This design comes from an exercise in tuning for small area, a short achievable clock period and few clock cycles on the open sky130 flow, not from production work.
RTL that was checked went through simulation tests only; none was proved equivalent to the original.
No functional check of the RTL was part of runs 1 and 2.
Power is estimated from default activity; no workload was simulated.

==> flow/design.v <==
module st7032_encoder (
    input  wire        clk,
    input  wire        rst,         
    input  wire        cmd_valid,
    output reg         cmd_ready,
    input  wire [15:0] cmd_word,
    input  wire [15:0] cmd_len,
    input  wire        pay_valid,
    output wire        pay_ready,
    input  wire [7:0]  pay_data,
    output reg         rsp_valid,
    output reg  [2:0]  rsp_result,
    output wire [7:0]  rsp_data,
    output wire [3:0]  rsp_step,
    output reg         ev_valid,
    input  wire        ev_ready,
    output wire [2:0]  ev_kind,
    output wire [7:0]  ev_data,
    input  wire        ev_ok,
    input  wire [7:0]  ev_rdata
);
    localparam [2:0] EV_CFG   = 3'd0;
    localparam [2:0] EV_BEGIN = 3'd1;
    localparam [2:0] EV_WRITE = 3'd2;
    localparam [2:0] EV_END   = 3'd3;
    localparam [2:0] EV_REQ   = 3'd4;
    localparam [2:0] EV_WAIT  = 3'd5;
    localparam [2:0] R_OK        = 3'd0;
    localparam [2:0] R_IGNORED   = 3'd1;
    localparam [2:0] R_NOT_READY = 3'd2;
    localparam [2:0] R_BUS_ERROR = 3'd3;
    localparam [2:0] R_READ_FAIL = 3'd4;
    localparam [2:0] R_INVALID   = 3'd5;
    localparam integer I_CFG   = 0;
    localparam integer I_BEGIN = 1;
    localparam integer I_WSEL  = 2;
    localparam integer I_WBYTE = 3;
    localparam integer I_END   = 4;
    localparam integer I_REQ   = 5;
    localparam integer I_WAIT  = 6;
    localparam [6:0] S_CFG   = 7'd1 << I_CFG;
    localparam [6:0] S_BEGIN = 7'd1 << I_BEGIN;
    localparam [6:0] S_WSEL  = 7'd1 << I_WSEL;
    localparam [6:0] S_WBYTE = 7'd1 << I_WBYTE;
    localparam [6:0] S_END   = 7'd1 << I_END;
    localparam [6:0] S_REQ   = 7'd1 << I_REQ;
    localparam [6:0] S_WAIT  = 7'd1 << I_WAIT;
    reg [6:0]  st;          
    reg [3:0]  op;          
    reg        ready;       
    reg        lines2;      
    reg [7:0]  b;           
    reg [15:0] c;           
    reg        sf;          
    wire busy = !cmd_ready;
    wire idle = cmd_ready;
    wire is_init  = (op == 4'h0);
    wire is_avail = (op == 4'h1);
    wire is_pseq  = (op == 4'h3);
    wire is_data  = (op[3:1] == 3'b001);
    wire in_write = st[I_WSEL] || st[I_WBYTE];
    assign ev_kind   = {st[I_REQ] || st[I_WAIT],
                        in_write || st[I_END],
                        st[I_BEGIN] || st[I_END] || st[I_WAIT]};
    assign ev_data   = b;
    reg        pmw;
    assign pay_ready = pmw && (ev_ready || !ev_valid);
    assign rsp_data  = b;
    assign rsp_step  = ~c[3:0] & {4{sf}};
    wire [3:0] w_op = cmd_word[15:12];
    wire [2:0] w_f  = cmd_word[10:8];
    wire [7:0] w_a  = cmd_word[7:0];
    wire w_is2  = (w_op == 4'h2);
    wire w_isA  = (w_op == 4'hA);
    wire w_isB  = (w_op == 4'hB);
    wire w_is7  = (w_op == 4'h7);
    wire w_is6  = (w_op == 4'h6);
    wire w_use_alo = w_is2 || w_isA || w_isB;                  
    wire w_use_a7  = w_is2 || w_isB;                           
    wire w_use_f0  = (w_op == 4'h0) || w_is6 || w_is7 ||
                     (w_op == 4'h8) || (w_op == 4'h9) || w_isB;
    wire w_use_f1  = w_is6 || w_is7;
    wire w_invalid = cmd_word[11] || (w_op == 4'hF) ||
                     ((|w_a[6:0]) && !w_use_alo) || (w_a[7] && !w_use_a7) ||
                     (w_f[0] && !w_use_f0) || (w_f[1] && !w_use_f1) ||
                     (w_f[2] && !w_is7);
    wire w_open   = (w_op[3:1] == 3'b000);    
    wire w_notrdy = !w_open && !ready;
    wire w_ignore = (w_op == 4'hB) && w_f[0] && !lines2;
    wire w_run    = !w_invalid && !w_notrdy && !w_ignore;
    wire w_init   = (w_op == 4'h0) && !w_invalid;
    wire [2:0] w_res = w_invalid ? R_INVALID : w_notrdy ? R_NOT_READY :
                       w_ignore ? R_IGNORED : R_OK;
    wire [6:0] w_st  = (w_op == 4'h0) ? S_CFG : (w_op[3:2] == 2'b11) ? S_REQ : S_BEGIN;
    wire [2:0] c_f = c[10:8];
    wire [7:0] c_a = c[7:0];
    reg  [7:0] cbyte;
    always @(*) begin
        case (op)
            4'h0: begin
                case (~c[3:0])
                    4'd1:    cbyte = 8'h38;
                    4'd2:    cbyte = 8'h39;
                    4'd3:    cbyte = 8'h14;
                    4'd4:    cbyte = 8'h79;
                    4'd5:    cbyte = 8'h50;
                    4'd6:    cbyte = 8'h6C;
                    4'd7:    cbyte = 8'h0C;
                    4'd8:    cbyte = 8'h01;
                    default: cbyte = 8'h06;
                endcase
            end
            4'h2:    cbyte = c_a;
            4'h4:    cbyte = 8'h01;
            4'h5:    cbyte = 8'h02;
            4'h6:    cbyte = {6'b000001, c_f[1:0]};
            4'h7:    cbyte = {5'b00001, c_f};
            4'h8:    cbyte = {5'b00011, c_f[0], 2'b00};
            4'h9:    cbyte = {5'b00010, c_f[0], 2'b00};
            4'hA:    cbyte = {1'b1, c_a[6:0]};
            default: cbyte = {1'b1, c_a[6] ^ c_f[0], c_a[5:0]};
        endcase
    end
    reg [7:0] rd_byte;
    always @(*) begin
        case (op[1:0])
            2'b00:   rd_byte = ev_rdata;                   
            2'b01:   rd_byte = {7'b0, ev_rdata[7]};        
            default: rd_byte = {1'b0, ev_rdata[6:0]};      
        endcase
    end
    wire step1 = (c[3:0] == ~4'd1);
    wire step9 = (c[3:0] == ~4'd9);
    wire err   = rsp_result[0];           
    wire acc  = cmd_valid && cmd_ready;
    wire fire = ev_valid && ev_ready;
    wire take = pay_valid && pay_ready;
    wire f_cfg   = fire && st[I_CFG];
    wire f_begin = fire && st[I_BEGIN];
    wire f_write = fire && in_write;
    wire f_end   = fire && st[I_END];
    wire f_req   = fire && st[I_REQ];
    wire f_wait  = fire && st[I_WAIT];
    wire f_wait1 = f_wait && b[1:0] == 2'd1;
    wire f_wait2 = f_wait && b[1:0] == 2'd2;
    wire f_wait3 = f_wait && b[1:0] == 2'd3;
    wire f_cbyte   = f_write && st[I_WSEL] && !is_pseq;
    wire pay_wait  = f_write && !take && pmw;
    wire init_adv  = (f_wait1 && is_init && !err && !step1 && !step9) || f_wait2;
    wire init_bad  = f_wait1 && is_init && err;
    wire done = f_req || f_wait3 || (f_end && (is_avail || is_data)) ||
                (f_wait1 && (!is_init || err));
    always @(posedge clk) begin
        if (rst) begin
            cmd_ready <= 1'b1;
            rsp_valid <= 1'b0;
        end else if (acc) begin
            cmd_ready <= !w_run;
            rsp_valid <= !w_run;
        end else if (done) begin
            cmd_ready <= 1'b1;
            rsp_valid <= 1'b1;
        end
    end
    wire v_n = rst ? 1'b0 : acc ? w_run : (done || pay_wait) ? 1'b0 :
               take ? 1'b1 : ev_valid;
    always @(posedge clk)
        ev_valid <= v_n;
    always @(posedge clk) begin
        if (rst)
            ready <= 1'b0;
        else if (acc && w_init)
            ready <= 1'b0;
        else if (f_wait3)
            ready <= 1'b1;
    end
    always @(posedge clk)
        if (acc && w_init)
            lines2 <= w_f[0];
    always @(posedge clk)
        if (idle)
            op <= w_op;
    always @(posedge clk)
        if (idle)
            st <= w_st;
        else if (f_cfg || init_adv)
            st <= S_BEGIN;
        else if (f_begin)
            st <= is_avail ? S_END : S_WSEL;
        else if (f_write)
            st <= (take || pmw || f_cbyte) ? S_WBYTE : S_END;
        else if (f_end)
            st <= S_WAIT;
    always @(posedge clk)
        if (acc)
            rsp_result <= w_res;
        else if (f_req)
            rsp_result <= {!ev_ok, 2'b00};
        else if (f_end)
            rsp_result <= {1'b0, {2{!is_avail && !ev_ok}}};
    always @(posedge clk)
        if (acc)
            sf <= 1'b0;
        else if (init_bad)
            sf <= 1'b1;
    always @(posedge clk) begin
        if (rst || idle)
            pmw <= 1'b0;
        else if (f_begin)
            pmw <= is_pseq && (c != 16'd0);
        else if (take)
            pmw <= (c != 16'd1);
    end
    wire        dec = take || init_adv;
    wire [15:0] cz;                       
    assign cz[0] = 1'b1;
    genvar gi;
    generate
        for (gi = 1; gi < 16; gi = gi + 1) begin : g_cz
            assign cz[gi] = cz[gi - 1] && !c[gi - 1];
        end
    endgenerate
    wire [15:0] w_c = (w_op == 4'h3) ? cmd_len :
                      {cmd_len[15:11], cmd_word[10:4], cmd_word[3:1] | {3{w_op == 4'h0}}, cmd_word[0]};
    wire [15:0] c_dec = c ^ (cz & {16{dec}});
    always @(posedge clk) begin
        c[15:4] <= idle ? w_c[15:4] : c_dec[15:4];
        c[3:0]  <= acc  ? w_c[3:0]  : c_dec[3:0];     
    end
    wire ld_sel  = f_begin;
    wire ld_3e   = (acc && w_run) || init_adv;
    wire ld_w    = f_end;                 
    wire ld_w23  = f_wait1 && is_init && !err && (step1 || step9);
    wire b_hold  = !(acc || init_adv || ld_sel || f_cbyte || take || ld_w || f_wait || f_req);
    always @(posedge clk)
        b <= ({8{ld_3e}}             & 8'h3E)                     |
             ({8{ld_sel}}            & {1'b0, is_data, 6'b0})     |
             ({8{f_cbyte}}           & cbyte)                     |
             ({8{take}}              & pay_data)                  |
             ({8{ld_w}}              & {7'b0, is_avail ? ev_ok : !is_data}) |
             ({8{ld_w23}}            & {6'b0, 1'b1, step9})      |
             ({8{f_req && ev_ok}}    & rd_byte)                   |
             ({8{b_hold}}            & b);
endmodule
==> flow/flow/run.sh <==
#!/bin/bash
set -euo pipefail
cd "$(dirname "$0")/.."
export BUFFER_PORTS_ARGS="-buffer_cell sky130_fd_sc_hd__buf_1"
DU="sky130_fd_sc_hd__probe_p_8 sky130_fd_sc_hd__probec_p_8 sky130_fd_sc_hd__lpflow_bleeder_1 sky130_fd_sc_hd__lpflow_clkbufkapwr_1 sky130_fd_sc_hd__lpflow_clkbufkapwr_16 sky130_fd_sc_hd__lpflow_clkbufkapwr_2 sky130_fd_sc_hd__lpflow_clkbufkapwr_4 sky130_fd_sc_hd__lpflow_clkbufkapwr_8 sky130_fd_sc_hd__lpflow_clkinvkapwr_1 sky130_fd_sc_hd__lpflow_clkinvkapwr_16 sky130_fd_sc_hd__lpflow_clkinvkapwr_2 sky130_fd_sc_hd__lpflow_clkinvkapwr_4 sky130_fd_sc_hd__lpflow_clkinvkapwr_8 sky130_fd_sc_hd__lpflow_decapkapwr_12 sky130_fd_sc_hd__lpflow_decapkapwr_3 sky130_fd_sc_hd__lpflow_decapkapwr_4 sky130_fd_sc_hd__lpflow_decapkapwr_6 sky130_fd_sc_hd__lpflow_decapkapwr_8 sky130_fd_sc_hd__lpflow_inputiso0n_1 sky130_fd_sc_hd__lpflow_inputiso0p_1 sky130_fd_sc_hd__lpflow_inputiso1n_1 sky130_fd_sc_hd__lpflow_inputiso1p_1 sky130_fd_sc_hd__lpflow_inputisolatch_1 sky130_fd_sc_hd__lpflow_isobufsrc_1 sky130_fd_sc_hd__lpflow_isobufsrc_16 sky130_fd_sc_hd__lpflow_isobufsrc_2 sky130_fd_sc_hd__lpflow_isobufsrc_4 sky130_fd_sc_hd__lpflow_isobufsrc_8 sky130_fd_sc_hd__lpflow_isobufsrckapwr_16 sky130_fd_sc_hd__lpflow_lsbuf_lh_hl_isowell_tap_1 sky130_fd_sc_hd__lpflow_lsbuf_lh_hl_isowell_tap_2 sky130_fd_sc_hd__lpflow_lsbuf_lh_hl_isowell_tap_4 sky130_fd_sc_hd__lpflow_lsbuf_lh_isowell_4 sky130_fd_sc_hd__lpflow_lsbuf_lh_isowell_tap_1 sky130_fd_sc_hd__lpflow_lsbuf_lh_isowell_tap_2 sky130_fd_sc_hd__lpflow_lsbuf_lh_isowell_tap_4"
for c in or4_1 or4_2 or4_4 or4b_1 or4b_2 or4b_4 or4bb_1 or4bb_2 or4bb_4 nor4_1 nor4_2 nor4_4 nor4b_1 nor4b_2 nor4b_4 nor4bb_1 nor4bb_2 nor4bb_4 or3_1 or3_2 or3_4 or3b_1 or3b_2 or3b_4; do
  DU="$DU sky130_fd_sc_hd__$c"
done
bash standard.sh "DONT_USE_CELLS=$DU" finish > make_finish.log 2>&1
==> flow/standard.sh <==
#!/bin/bash
# synth_recipe.tcl (not shown) runs the flow's synth.tcl, then flattens the netlist and writes it again
# the make line also repeats each setting of config.mk as NAME=value (left out here)
make -C /OpenROAD-flow-scripts/flow DESIGN_CONFIG=/design/flow/config.mk WORK_HOME=/design/flow/orfs CLKGATE_MAP_FILE= SYNTH_SCRIPT=/design/flow/synth_recipe.tcl "${@:-finish}"
==> flow/config.mk <==
export PLATFORM = sky130hd
export DESIGN_NAME = st7032_encoder
export DESIGN_NICKNAME = st7032_encoder
export VERILOG_FILES = /design/flow/design.v
export SDC_FILE = /design/flow/constraint.sdc
export NUM_CORES = 4
export LEC_CHECK = 0
export CAP_MARGIN = 20
export CORE_MARGIN = 2
export CORE_UTILIZATION = 40
export SETUP_SLACK_MARGIN = 1.8
export SLEW_MARGIN = 20
==> flow/constraint.sdc <==
create_clock -name core_clock -period 4.0 [get_ports {clk}]
set_input_delay 0.8000 -clock core_clock [delete_from_list [all_inputs] [get_ports {clk}]]
set_output_delay 0.8000 -clock core_clock [all_outputs]
set_load 0.01 [all_outputs]
==> flow_metrics.env, run 1 <==
export IMPL_outcome="no timing/DRC/antenna violations"
export IMPL_reg2reg_to="c[11]$_DFF_P_"
export IMPL_worst_ep_required_time_ps=3200
export IMPL_drive_gt1_share_pct=11.9
export IMPL_clkTransAtPathRegs_ps=90
export IMPL_async_flop_share_pct=0
export IMPL_yosysWarnings=1
export IMPL_hold_violations=0
export IMPL_synth_edf_count=15
export IMPL_tritoncts="yes"
export IMPL_seqPwrFrac_pct=52.4
export IMPL_synth_seq_area_share_pct=33.0
export IMPL_clock_sinks=45
export IMPL_grt_pass1_vias=3041
export IMPL_regToRegStartpoint="op[3]$_DFFE_PP_"
export IMPL_worst_path_max_fanout=7
export IMPL_grt_overflow_total=0
export IMPL_period_needed_ps=2180
export IMPL_die_h_um=93.3
export IMPL_grt_total_usage_pct=22.5
export IMPL_num_nets_final=537
export IMPL_fin_setup_tns_ps=0
export IMPL_rsz0062_at_grt="yes"
export IMPL_worstSetupEndpointType="primary output"
export IMPL_power_frac_clock_pct=30.4
export IMPL_fmax_mhz=458
export IMPL_met3_usage_pct=3.14
export IMPL_worstRegToRegCells=7
export IMPL_internal_power_uw=709
export IMPL_swShare_pct=29.6
export IMPL_coreArea_sq_um=7730
export IMPL_fin_hold_ws_ps=502
export IMPL_instances_no_fill=579
export IMPL_p_leak_uw=0.00137
export IMPL_maxCapViolations=0
export IMPL_final_common_cell="buf_1"
export IMPL_cts_buffers=5
export IMPL_wirelength_um=9860
export IMPL_dieArea_sq_um=8700
export IMPL_drt_iter0_markers=301
export IMPL_fin_crit_sh_pct=54.6
export IMPL_core_rowCount=32
export IMPL_ys_ff_latch=45
export IMPL_grt_pass1_wl_um=15500
export IMPL_min_delay_start="c[13]$_DFF_P_"
export IMPL_start_kind="input port"
export IMPL_portBuffers=83
export IMPL_dp_cells=556
export IMPL_diodes=0
export IMPL_hold_path_end="c[13]$_DFF_P_"
export IMPL_grt_busiest_layer="met2"
export IMPL_synthFlopType="dfxtp_1"
export IMPL_clkLatencyLatePin_ps=300
export IMPL_place_congestion=0.933
export IMPL_most_common_layout_cells="80 x buf_1, 43 x nand2_1, 34 x nor2_1"
export IMPL_die_w_um=93.3
export IMPL_root_buffer="clkbuf_8"
export IMPL_routedWlPerCell_um=17.0
export IMPL_viasPerCell=5.89
export IMPL_initial_utilization_pct=41.3
export IMPL_drt_pass1_iter_count=5
export IMPL_synth_area_per_cell_sq_um=8.03
export IMPL_skew_ps=5.48
export IMPL_power_density_nw_per_um2=264
export IMPL_p_comb_share_pct=17.2
export IMPL_syn_to_final_growth_pct=19.6
export IMPL_hp_class="reg -> reg"
export IMPL_syn_cell_area_sq_um=3190
export IMPL_grt_max_degree=24
export IMPL_ir_drop_v=0.000136
export IMPL_grt_use_met1_pct=32.2
export IMPL_synthCells=397
export IMPL_arrival_ps=1380
export IMPL_crit_type="in -> out"
export IMPL_antenna_found_initial=0
export IMPL_use_met2_pct=35.9
export IMPL_antenna_left=0
export IMPL_slew_headroom_pct=59.2
export IMPL_yosysUniqueCellTypes=67
export IMPL_worstHoldPathCells=2
export IMPL_drc=0
export IMPL_vias=3413
export IMPL_drv_slew=0
export IMPL_ios=84
export IMPL_htreeDepth=2
export IMPL_postSynthNetCount=458
export IMPL_ff2ff_setup_slack_ps=1900
export IMPL_cts_buffer_depth=2
export IMPL_setup_violations=0
export IMPL_p_sw_uw=298
export IMPL_worst_pin_slew_ps=612
export IMPL_place_detailed_hpwl_um=7220
## critical path, cell delays in order
cell and delay, ps:
buf_8 90, and2b_2 230, nor2b_1 120, buf_2 140
## cells in the mapped netlist (2+ instances only)
cell type / n / area share [%]
a211oi_1: 5 / 1.2
a21oi_1: 19 / 3.0
a221o_1: 2 / 0.63
a221oi_1: 2 / 0.55
a222oi_1: 4 / 1.3
a22o_1: 3 / 0.82
a22oi_1: 4 / 0.94
a31o_2: 2 / 0.55
a31oi_1: 15 / 2.9
a32o_1: 3 / 0.94
a41oi_1: 2 / 0.55
and2_1: 3 / 0.59
and3_1: 9 / 1.8
and4_1: 2 / 0.55
buf_4: 9 / 2.1
clkbuf_1: 20 / 2.4
dfxtp_1: 30 / 19
edfxtp_1: 15 / 14
ha_1: 7 / 2.7
inv_1: 12 / 1.4
mux2i_1: 5 / 1.6
nand2_1: 43 / 5.1
nand2b_1: 12 / 2.4
nand3_1: 11 / 1.7
nand3b_1: 2 / 0.47
nand4_1: 13 / 2.6
nand4b_1: 4 / 1.1
nand4bb_1: 2 / 0.71
nor2_1: 35 / 4.1
nor2b_1: 13 / 2.6
nor3_1: 12 / 1.9
nor3b_1: 2 / 0.47
o21a_1: 2 / 0.47
o21ai_0: 20 / 3.1
o221ai_1: 3 / 0.82
o22ai_1: 5 / 0.98
o311ai_0: 3 / 0.82
o31a_1: 4 / 1.1
o31ai_1: 5 / 1.2
o41ai_1: 4 / 1.1
or2_2: 3 / 0.59
## per-layer routing
layer / wire length, um / share of wire (%)
met1: 4630 / 47
met2: 4410 / 45
met3: 725 / 7.4
met4: 99 / 1.0
met5: 0 / 0
## stage by stage
stage	setup WS [ps]	area, sq um	utilization (%)	total power, uW
finish	1820	3810	49.3	1010
CTS	1820	3690	47.7	1000
global route	1730	3810	49.3	1060
floorplan	1860	3190	-	632
detailed placement	1250	3510	45.4	694
global placement	1290	3510	45.4	692
## final cells by class
class / instances / area, sq um
clock inverter: 1 / 7.51
clock buffer: 7 / 86.3
tap: 102 / 128
timing repair buffer: 104 / 495
fill: 794 / 3920
sequential: 45 / 1060
multi-input combinational: 308 / 1990
inverter: 12 / 52.6
## cells by family (layout without fill, tap and decap cells)
group                      count (synthesis)  after routing  synth area share [%]
xor gates and xnor gates                   2              2                 0.550
buffers and inverters                     44            124                  6.55
muxes                                      5              5                  1.57
DFF                                       45             45                  33.0
and+or+nand+nor                          172            172                  28.0
AOI/OAI and AO/OA                        122            122                  27.6
adders and majority gates                  7              7                  2.75
## worst max path at each step
stage,startpoint,end,slack [ps],depth (start not counted)
2_1_floorplan,cmd_word[15],lines2$_DFFE_PP_,1860,6
3_3_place_gp,ev_ready,c[1]$_DFF_P_,1290,8
3_5_place_dp,ev_ready,c[1]$_DFF_P_,1250,8
4_1_cts,ev_ready,pay_ready,1820,4
5_1_grt,ev_ready,pmw$_SDFFE_PP0P_,1730,7
6_report,ev_ready,pay_ready,1820,4
## power by group through the flow
stage / combinational (uW) / sequential, uW / clock [uW]
after floorplan: 118 / 514 / 0
after global placement: 153 / 539 / 0
after detailed placement: 155 / 539 / 0
after CTS: 165 / 524 / 313
after global routing: 193 / 531 / 337
final: 174 / 528 / 306
## state kept, by name (all words and copies together) (netlist names)
register / flops
st: 7
op: 4
ev_valid: 1
sf: 1
pmw: 1
lines2: 1
rsp_valid: 1
cmd_ready: 1
c: 16
b: 8
ready: 1
rsp_result: 3
## what timing repair did
action	CTS	global route
resized for setup	11	20
pin swaps	1	5
cloned	0	1
setup endpoints to repair	24	14
setup buffers	8	6
hold buffers	0	0
hold endpoints to repair	0	0
==> inputs of run 2 (changes only) <==
--- a/flow/config.mk
+++ b/flow/config.mk
@@ -9,4 +9,4 @@
 export CORE_MARGIN = 2
 export CORE_UTILIZATION = 40
-export SETUP_SLACK_MARGIN = 1.8
+export SETUP_SLACK_MARGIN = 1.9
 export SLEW_MARGIN = 20
==> run 2 against run 1 <==
- sequential share of layout area grew 0.19 points
- critical endpoint unchanged
- final cell count rose by 0.35%
- worst hold slack better by 5.9 ps
- non-clock buffer count grew 2
- area after synthesis unchanged
- utilization decreased by 0.28 points
- still clean on timing, DRC and antenna
- sequential cell count did not move
- clock-buffer cell count unchanged
==> flow_metrics.env, run 2 <==
export IMPL_outcome="no timing/DRC/antenna violations"
export IMPL_crit_type="in -> out"
export IMPL_drt_pass1_iter_count=5
export IMPL_fin_setup_tns_ps=0
export IMPL_synthFlopType="dfxtp_1"
export IMPL_top_register="c"
export IMPL_syn_cell_area_sq_um=3190
export IMPL_ys_top_cells_by_count="43 x nand2_1, 35 x nor2_1, 30 x dfxtp_1, 20 x clkbuf_1, 20 x o21ai_0"
export IMPL_htreeDepth=2
export IMPL_arrival_ps=1390
export IMPL_start_kind="input port"
export IMPL_viasPerCell=5.91
export IMPL_grt_pass1_vias=3076
export IMPL_fmax_mhz=456
export IMPL_grt_max_degree=24
export IMPL_antenna_found_initial=0
export IMPL_synth_area_per_cell_sq_um=8.03
export IMPL_synth_edf_count=15
export IMPL_fin_crit_sh_pct=54.8
export IMPL_synth_top_family_by_area="simple AND/OR/NAND/NOR gates"
export IMPL_routedWlPerCell_um=17.1
export IMPL_diodes=0
export IMPL_worst_ep_required_time_ps=3200
export IMPL_maxCapViolations=0
export IMPL_dieArea_sq_um=8700
export IMPL_postSynthNetCount=458
export IMPL_core_rowCount=32
export IMPL_fin_hold_ws_ps=508
export IMPL_synth_simple_gate_area_share_pct=28.0
export IMPL_place_detailed_hpwl_um=7260
export IMPL_worst_pin_slew_ps=558
export IMPL_die_h_um=93.3
export IMPL_synth_most_common_cell="nand2_1"
export IMPL_place_congestion=0.911
export IMPL_portBuffers=83
export IMPL_drt_iter0_markers=251
export IMPL_ys_ff_latch=45
export IMPL_cts_buffers=5
export IMPL_fin_area_sq_um=3790
export IMPL_async_flop_share_pct=0
export IMPL_final_common_cell="buf_1"
export IMPL_worstSetupEndpointType="primary output"
export IMPL_coreArea_sq_um=7730
export IMPL_cts_buffer_depth=2
export IMPL_grt_total_usage_pct=22.5
export IMPL_drv_slew=0
export IMPL_antenna_left=0
export IMPL_p_leak_uw=0.00139
export IMPL_largest_reg_flops=16
export IMPL_syn_to_final_growth_pct=18.9
export IMPL_ir_drop_v=0.000138
export IMPL_clock_sinks=45
export IMPL_synth_adder_area_share_pct=2.75
export IMPL_clkTransAtPathRegs_ps=90
export IMPL_wirelength_um=9930
export IMPL_synthCells=397
export IMPL_grt_overflow_total=0
export IMPL_drc=0
export IMPL_clkLatencyLatePin_ps=300
export IMPL_hp_class="reg -> reg"
export IMPL_hold_violations=0
export IMPL_synth_compound_area_share_pct=27.6
export IMPL_grt_pass1_wl_um=15700
export IMPL_placed_cell_area_sq_um=3500
export IMPL_slew_headroom_pct=62.8
export IMPL_tritoncts="yes"
export IMPL_die_w_um=93.3
export IMPL_initial_utilization_pct=41.3
export IMPL_vias=3436
export IMPL_synth_mux_area_share_pct=1.57
export IMPL_most_common_layout_cells="78 x buf_1, 43 x nand2_1, 34 x nor2_1"
export IMPL_synth_top_cell_area_share_pct=18.8
export IMPL_reg_largest_list="c x16, b x8, st x7"
export IMPL_num_nets_final=539
export IMPL_rsz0062_at_grt="yes"
export IMPL_drive_gt1_share_pct=12.3
export IMPL_ios=84
export IMPL_power_density_nw_per_um2=262
export IMPL_synth_top_area_cell="dfxtp_1"
export IMPL_setup_violations=0
export IMPL_worst_path_max_fanout=6
export IMPL_root_buffer="clkbuf_8"
export IMPL_yosysWarnings=1
export IMPL_synth_area_leaders="dfxtp_1 19%, edfxtp_1 14%, nand2_1 5.1%"
export IMPL_period_needed_ps=2190
export IMPL_synth_xor_area_share_pct=0.549
export IMPL_skew_ps=10.5
export IMPL_synth_seq_area_share_pct=33.0
export IMPL_yosysUniqueCellTypes=67
run 2: changes by cell type in the layout (fill, tap and decap cells not counted), moves of 2 or more:
cell / previous run / this run
buf_4: 16 / 22
buf_6: 4 / 1
clkinvlp_4: 3 / 1
and3_1: 7 / 9
ha_2: 0 / 2
buf_1: 80 / 78
and3_4: 2 / 0
run 2: area by class of cell:
cell class              count  area [sq um]
repair buffers            106           504
multi-input cells         308          1970
clock inverters             1          7.51
clock buffers               7          76.3
fillers                   808          3940
inverters                  12          50.0
well taps                 102           128
flip-flops and latches     45          1060
run 2: path summary, 6_finish.rpt:
check	from	endpoint	slack (ps)	cells after the start
hold reg to reg	c[7]$_DFF_P_	c[7]$_DFF_P_	510	2
hold / removal	c[7]$_DFF_P_	c[7]$_DFF_P_	510	2
setup / recovery	ev_ready	pay_ready	1810	4
setup reg to reg	c[0]$_DFF_P_	c[15]$_DFF_P_	1960	8
run 2: routing by layer:
| metal | routed length [um] | share of wire, % | track usage (%) |
|---|---|---|---|
| met2 | 4520 | 46 | 36.9 |
| met5 | 0 | 0 | 0 |
| met1 | 4660 | 47 | 32.1 |
| met3 | 671 | 6.8 | 2.90 |
| met4 | 70 | 0.71 | 4.17 |
run 2: logic make-up after synthesis:
family	count (synthesis)
adder cells (fa/ha/maj)	7
AND/OR/NAND/NOR	172
buffers and inverters	44
multiplexers	5
flip-flops	45
XOR/XNOR	2
AO/OA/AOI/OAI	122
run 2: per-stage QoR:
step	util, %	std cells	worst slack, ps	total power, uW
3_5_place_dp	45.3	555	1360	694
2_1_floorplan	-	397	1910	632
3_3_place_gp	45.3	555	1390	691
6_report	49.1	581	1810	995
5_1_grt	49.1	581	1790	1040
4_1_cts	47.3	569	1800	991
run 2: worst max-delay path: stages:
cell and delay (ps):
buf_8 80, and2b_2 220, nor2b_1 140, buf_2 150
run 2: where the power goes:
| group | switching [uW] | internal, uW |
|---|---|---|
| sequential | 33.3 | 491 |
| clock | 170 | 124 |
| combinational | 97.7 | 78.3 |
| total | 301 | 693 |
run 2: repair_timing:
| item | 4_1_cts | 5_1_grt |
|---|---|---|
| gates cloned | 0 | 0 |
| hold endpoints to repair | 0 | 0 |
| resized for setup | 12 | 20 |
| pin swaps | 1 | 1 |
| setup buffers | 6 | 12 |
| hold buffers | 0 | 0 |
| endpoints found under the setup margin | 40 | 33 |
==> inputs of run 3 (changes only) <==
--- a/flow/design.v
+++ b/flow/design.v
@@ -52,4 +52,6 @@
     reg [7:0]  b;           
     reg [15:0] c;           
+    reg        pm;          
+    reg        dv;          
     reg        sf;          
     wire busy = !cmd_ready;
@@ -64,7 +66,7 @@
                         st[I_BEGIN] || st[I_END] || st[I_WAIT]};
     assign ev_data   = b;
-    reg        pmw;
-    assign pay_ready = pmw && (ev_ready || !ev_valid);
-    assign rsp_data  = b;
+    reg        pmw, pmv;
+    assign pay_ready = (pmw && ev_ready) || pmv;
+    assign rsp_data  = b & {8{dv}};
     assign rsp_step  = ~c[3:0] & {4{sf}};
     wire [3:0] w_op = cmd_word[15:12];
@@ -146,5 +148,5 @@
     wire f_wait3 = f_wait && b[1:0] == 2'd3;
     wire f_cbyte   = f_write && st[I_WSEL] && !is_pseq;
-    wire pay_wait  = f_write && !take && pmw;
+    wire pay_wait  = f_write && !take && pm;
     wire init_adv  = (f_wait1 && is_init && !err && !step1 && !step9) || f_wait2;
     wire init_bad  = f_wait1 && is_init && err;
@@ -189,5 +191,5 @@
             st <= is_avail ? S_END : S_WSEL;
         else if (f_write)
-            st <= (take || pmw || f_cbyte) ? S_WBYTE : S_END;
+            st <= (take || pm || f_cbyte) ? S_WBYTE : S_END;
         else if (f_end)
             st <= S_WAIT;
@@ -201,14 +203,20 @@
     always @(posedge clk)
         if (acc)
+            dv <= 1'b0;
+        else if (f_req)
+            dv <= ev_ok;
+        else if (f_end)
+            dv <= is_avail;
+    always @(posedge clk)
+        if (acc)
             sf <= 1'b0;
         else if (init_bad)
             sf <= 1'b1;
-    always @(posedge clk) begin
-        if (rst || idle)
-            pmw <= 1'b0;
-        else if (f_begin)
-            pmw <= is_pseq && (c != 16'd0);
-        else if (take)
-            pmw <= (c != 16'd1);
+    wire pm_n = rst ? 1'b0 : acc ? (w_run && (w_op == 4'h3) && (cmd_len != 16'd0)) :
+                take ? (c != 16'd1) : pm;
+    always @(posedge clk) begin
+        pm  <= pm_n;
+        pmw <= pm_n && !acc && (in_write || f_begin);
+        pmv <= pm_n && !v_n;
     end
     wire        dec = take || init_adv;
@@ -229,8 +237,8 @@
     end
     wire ld_sel  = f_begin;
-    wire ld_3e   = (acc && w_run) || init_adv;
+    wire ld_3e   = acc || init_adv;
     wire ld_w    = f_end;                 
-    wire ld_w23  = f_wait1 && is_init && !err && (step1 || step9);
-    wire b_hold  = !(acc || init_adv || ld_sel || f_cbyte || take || ld_w || f_wait || f_req);
+    wire ld_w23  = f_wait1 && is_init && (step1 || step9);
+    wire b_hold  = !(ld_3e || ld_sel || f_cbyte || take || ld_w || ld_w23 || f_req);
     always @(posedge clk)
         b <= ({8{ld_3e}}             & 8'h3E)                     |
@@ -238,7 +246,7 @@
              ({8{f_cbyte}}           & cbyte)                     |
              ({8{take}}              & pay_data)                  |
-             ({8{ld_w}}              & {7'b0, is_avail ? ev_ok : !is_data}) |
+             ({8{ld_w}}              & {7'b0, ev_ok || !is_avail}) |
              ({8{ld_w23}}            & {6'b0, 1'b1, step9})      |
-             ({8{f_req && ev_ok}}    & rd_byte)                   |
+             ({8{f_req}}             & rd_byte)                   |
              ({8{b_hold}}            & b);
 endmodule
--- a/flow/flow/run.sh
+++ b/flow/flow/run.sh
@@ -7,3 +7,8 @@
   DU="$DU sky130_fd_sc_hd__$c"
 done
+DS="$DU"
+for c in and4_1 and4_2 and4_4 and4b_1 and4b_2 and4b_4 and4bb_1 and4bb_2 and4bb_4 nand4_1 nand4_2 nand4_4 nand4b_1 nand4b_2 nand4b_4 nand4bb_1 nand4bb_2 nand4bb_4 a2111o_1 a2111o_2 a2111o_4 a2111oi_0 a2111oi_1 a2111oi_2 a2111oi_4 o2111a_1 o2111a_2 o2111a_4 o2111ai_1 o2111ai_2 o2111ai_4 o41a_1 o41a_2 o41a_4 o41ai_1 o41ai_2 o41ai_4 a41o_1 a41o_2 a41o_4 a41oi_1 a41oi_2 a41oi_4; do
+  DS="$DS sky130_fd_sc_hd__$c"
+done
+bash standard.sh "DONT_USE_CELLS=$DS" synth > make_synth.log 2>&1
 bash standard.sh "DONT_USE_CELLS=$DU" finish > make_finish.log 2>&1
==> run 3 against run 2 <==
- utilization is 1.1 points lower
- via count is 4.5% lower
- synthesized cell count is 0.76% lower
- final area is 2.4% higher
- final cell count is 0.69% higher
- non-clock buffer count is 8 lower
- critical path depth is 2 higher
- sequential power is 5.9% higher
- die area is 3.0% higher
- area after synthesis is 3.1% higher
- worst hold slack better by 2.2 ps
- sequential share of layout area is 0.86 points higher
- largest power group unchanged
==> flow_metrics.env, run 3 <==
export IMPL_outcome="no timing/DRC/antenna violations"
export IMPL_most_common_layout_cells="79 x buf_1, 44 x nor2_1, 43 x nand2_1"
export IMPL_synth_seq_area_share_pct=33.8
export IMPL_place_congestion=0.868
export IMPL_clkLatencyLatePin_ps=310
export IMPL_cp_num_buf_inv=1
export IMPL_portBuffers=83
export IMPL_skew_ps=13.8
export IMPL_dieArea_sq_um=8960
export IMPL_reg_largest_list="c x16, b x8, st x7"
export IMPL_crit_type="in -> reg"
export IMPL_cts_buffers=5
export IMPL_setup_violations=0
export IMPL_place_detailed_hpwl_um=7190
export IMPL_worst_ep_required_time_ps=4010
export IMPL_hold_violations=0
export IMPL_ys_ff_latch=48
export IMPL_path_delay_family="compound AO/OA/AOI/OAI gates"
export IMPL_yosysUniqueCellTypes=62
export IMPL_rsz0062_at_grt="no"
export IMPL_tritoncts="yes"
export IMPL_grt_overflow_total=0
export IMPL_p_leak_uw=0.00149
export IMPL_vias=3280
export IMPL_slew_headroom_pct=65.1
export IMPL_antenna_left=0
export IMPL_fin_setup_tns_ps=0
export IMPL_synth_top_cell_area_share_pct=20.1
export IMPL_period_needed_ps=2060
export IMPL_drive_gt1_share_pct=14.8
export IMPL_worstSetupEndpointType="register"
export IMPL_grt_max_degree=27
export IMPL_routedWlPerCell_um=16.0
export IMPL_cp_slowest_cell="or2_4"
export IMPL_synth_edf_count=15
export IMPL_core_rowCount=33
export IMPL_viasPerCell=5.61
export IMPL_top_register="c"
export IMPL_fin_crit_sh_pct=51.5
export IMPL_synthFlopType="dfxtp_1"
export IMPL_start_kind="input port"
export IMPL_drt_iter0_markers=185
export IMPL_largest_reg_flops=16
export IMPL_die_w_um=94.7
export IMPL_drt_pass1_iter_count=5
export IMPL_arrival_ps=2070
export IMPL_synth_most_common_cell="nor2_1"
export IMPL_root_buffer="clkbuf_8"
export IMPL_dp_cells=563
export IMPL_final_common_cell="buf_1"
export IMPL_drv_slew=0
export IMPL_grt_total_usage_pct=20.8
export IMPL_die_h_um=94.7
export IMPL_grt_pass1_wl_um=14500
export IMPL_clkTransAtPathRegs_ps=80
export IMPL_num_nets_final=540
export IMPL_cts_buffer_depth=2
export IMPL_drc=0
export IMPL_instances_no_fill=585
export IMPL_syn_to_final_growth_pct=18.1
export IMPL_antenna_found_initial=0
export IMPL_async_flop_share_pct=0
export IMPL_synth_area_per_cell_sq_um=8.34
export IMPL_worst_pin_slew_ps=524
export IMPL_synthCells=394
export IMPL_synth_top_area_cell="dfxtp_1"
export IMPL_wirelength_um=9360
export IMPL_worst_path_max_fanout=6
export IMPL_power_density_nw_per_um2=266
export IMPL_clock_sinks=48
export IMPL_yosysWarnings=1
export IMPL_ios=84
export IMPL_coreArea_sq_um=8090
export IMPL_synth_area_leaders="dfxtp_1 20%, edfxtp_1 14%, nor2_1 5.3%"
export IMPL_path_cells="clkbuf_2 -> or2_4 -> a211o_1 -> a21oi_2 -> o221ai_4 -> nor3_2"
export IMPL_postSynthNetCount=455
export IMPL_maxCapViolations=0
export IMPL_ir_drop_v=0.000118
export IMPL_diodes=0
export IMPL_fmax_mhz=485
export IMPL_cpPeakStageDelay_ps=270
export IMPL_initial_utilization_pct=40.6
export IMPL_grt_pass1_vias=2886
export IMPL_htreeDepth=2
export IMPL_ys_top_cells_by_count="46 x nor2_1, 45 x nand2_1, 33 x dfxtp_1, 26 x a21oi_1, 17 x o21ai_0"
export IMPL_syn_cell_area_sq_um=3290
export IMPL_hp_class="reg -> reg"
==> run 3: cell types whose count changed after synthesis, moves of 6 or more <==
cell and change:
mux2_2 +7, nor2_1 +11, nand4_1 -13, clkbuf_1 -15
and2_1 +9, nand2b_1 -7, a21oi_1 +7, o21ai_1 +7
and3_1 -6, xor2_1 +7
==> run 3: cell families (layout without fill, tap and decap cells) <==
kind of cell    count (synthesis)  in the layout  synth area share (%)
compound gates                105            105                  22.1
buf+inv                        28            114                  4.45
mux                            14             14                  4.99
simple gates                  181            181                  29.0
flops                          48             48                  33.8
fa+ha+maj                       7              7                  2.66
xor+xnor                       11             11                  2.93
==> run 3: what timing repair did <==
action / in CTS / in global routing
resized for setup: 6 / 18
hold buffers: 0 / 0
setup buffers: 2 / 12
setup endpoints to repair: 26 / 41
pin swaps: 1 / 5
==> run 3: worst paths after layout <==
path | start | end | slack [ps] | cells past startpoint
setup reg to reg | op[0]$_DFFE_PP_ | b[0]$_DFF_P_ | 2030 | 6
hold reg to reg | rsp_valid$_SDFFE_PP0P_ | rsp_valid$_SDFFE_PP0P_ | 510 | 2
hold / removal | rsp_valid$_SDFFE_PP0P_ | rsp_valid$_SDFFE_PP0P_ | 510 | 2
setup / recovery | cmd_word[12] | lines2$_DFFE_PP_ | 1940 | 6
==> run 3: cell type report <==
class,count,area [sq um]
repair buffers,98,429
flip-flops and latches,48,1120
well taps,105,131
clock buffers,6,72.6
inverters,8,30.0
clock inverters,2,12.5
fillers,844,4210
multi-input cells,318,2090
==> run 3: metrics by stage <==
stage	utilization [%]	setup WS, ps	hold slack, ps	total power, uW	instance area (sq um)
after floorplan	-	1930	473	676	3290
after global placement	44.7	1520	484	736	3620
after detailed placement	44.7	1480	496	737	3620
after CTS	46.2	1910	514	1020	3740
after global routing	48.0	1890	529	1080	3880
final	48.0	1940	511	1030	3880
==> run 3: where the power goes <==
group | internal [uW] | leakage, uW | switching (uW)
logic | 83.6 | 0.00101 | 104
registers | 520 | 0.000435 | 34.7
clock network | 123 | 0.0000428 | 169
==> run 3: worst reg2reg max path, delay by kind of cell, from the launching register on <==
kind	cells	cell delay, ps
AND/OR/NAND/NOR	3	760
AO/OA/AOI/OAI	3	430
flip-flops	1	670
==> run 3: per-layer routing <==
| metal | global-route usage, % | routed length, um | part of all wire (%) | up-vias |
|---|---|---|---|---|
| met2 | 33.5 | 4250 | 45 | 149 |
| met1 | 29.1 | 4320 | 46 | 1514 |
| li1 | - | - | - | 1605 |
| met4 | 4.83 | 102 | 1.1 | 0 |
| met3 | 3.27 | 681 | 7.3 | 12 |
| met5 | 0 | 0 | 0 | - |
Testbench counts of run 3, summed over its fixed seeds: cycles 6,320.

-- separate check: timing with driven ports --
The flow's constraints put no driver on any port. The routed layouts listed below were extracted and timed again, unchanged, in two steps.
Step 1 sets driving cells, clkbuf_16 on the clock port and buf_2 on the other inputs (assumed; they add their load-dependent delay and slew).
Step 2, shift: input delay + t, output delay - t, t = (earliest + latest rising clock arrival at the registers) / 2. This alone moves slack from input paths to output paths.
Three values: ideal ports, drivers, drivers and shift; two values: the first two.
run	t, ns	setup slack, ns	clock arrival spread, ns	worst register clock-pin slew, ns	worst data-port slew with drivers (ns)
run 1	0.325	1.817 / 1.764 / 1.493	0.006 / 0.006	0.09 / 0.09	0.05
run 2	0.332	1.806 / 1.748 / 1.547	0.011 / 0.011	0.10 / 0.10	0.06
run 3	0.334	1.939 / 1.947 / 1.613	0.014 / 0.014	0.10 / 0.10	0.04
After both steps setup and hold are still met in every run listed. The setup slack of run 3, which loses most, moves by +0.008 ns with the drivers and by -0.326 ns with both steps.
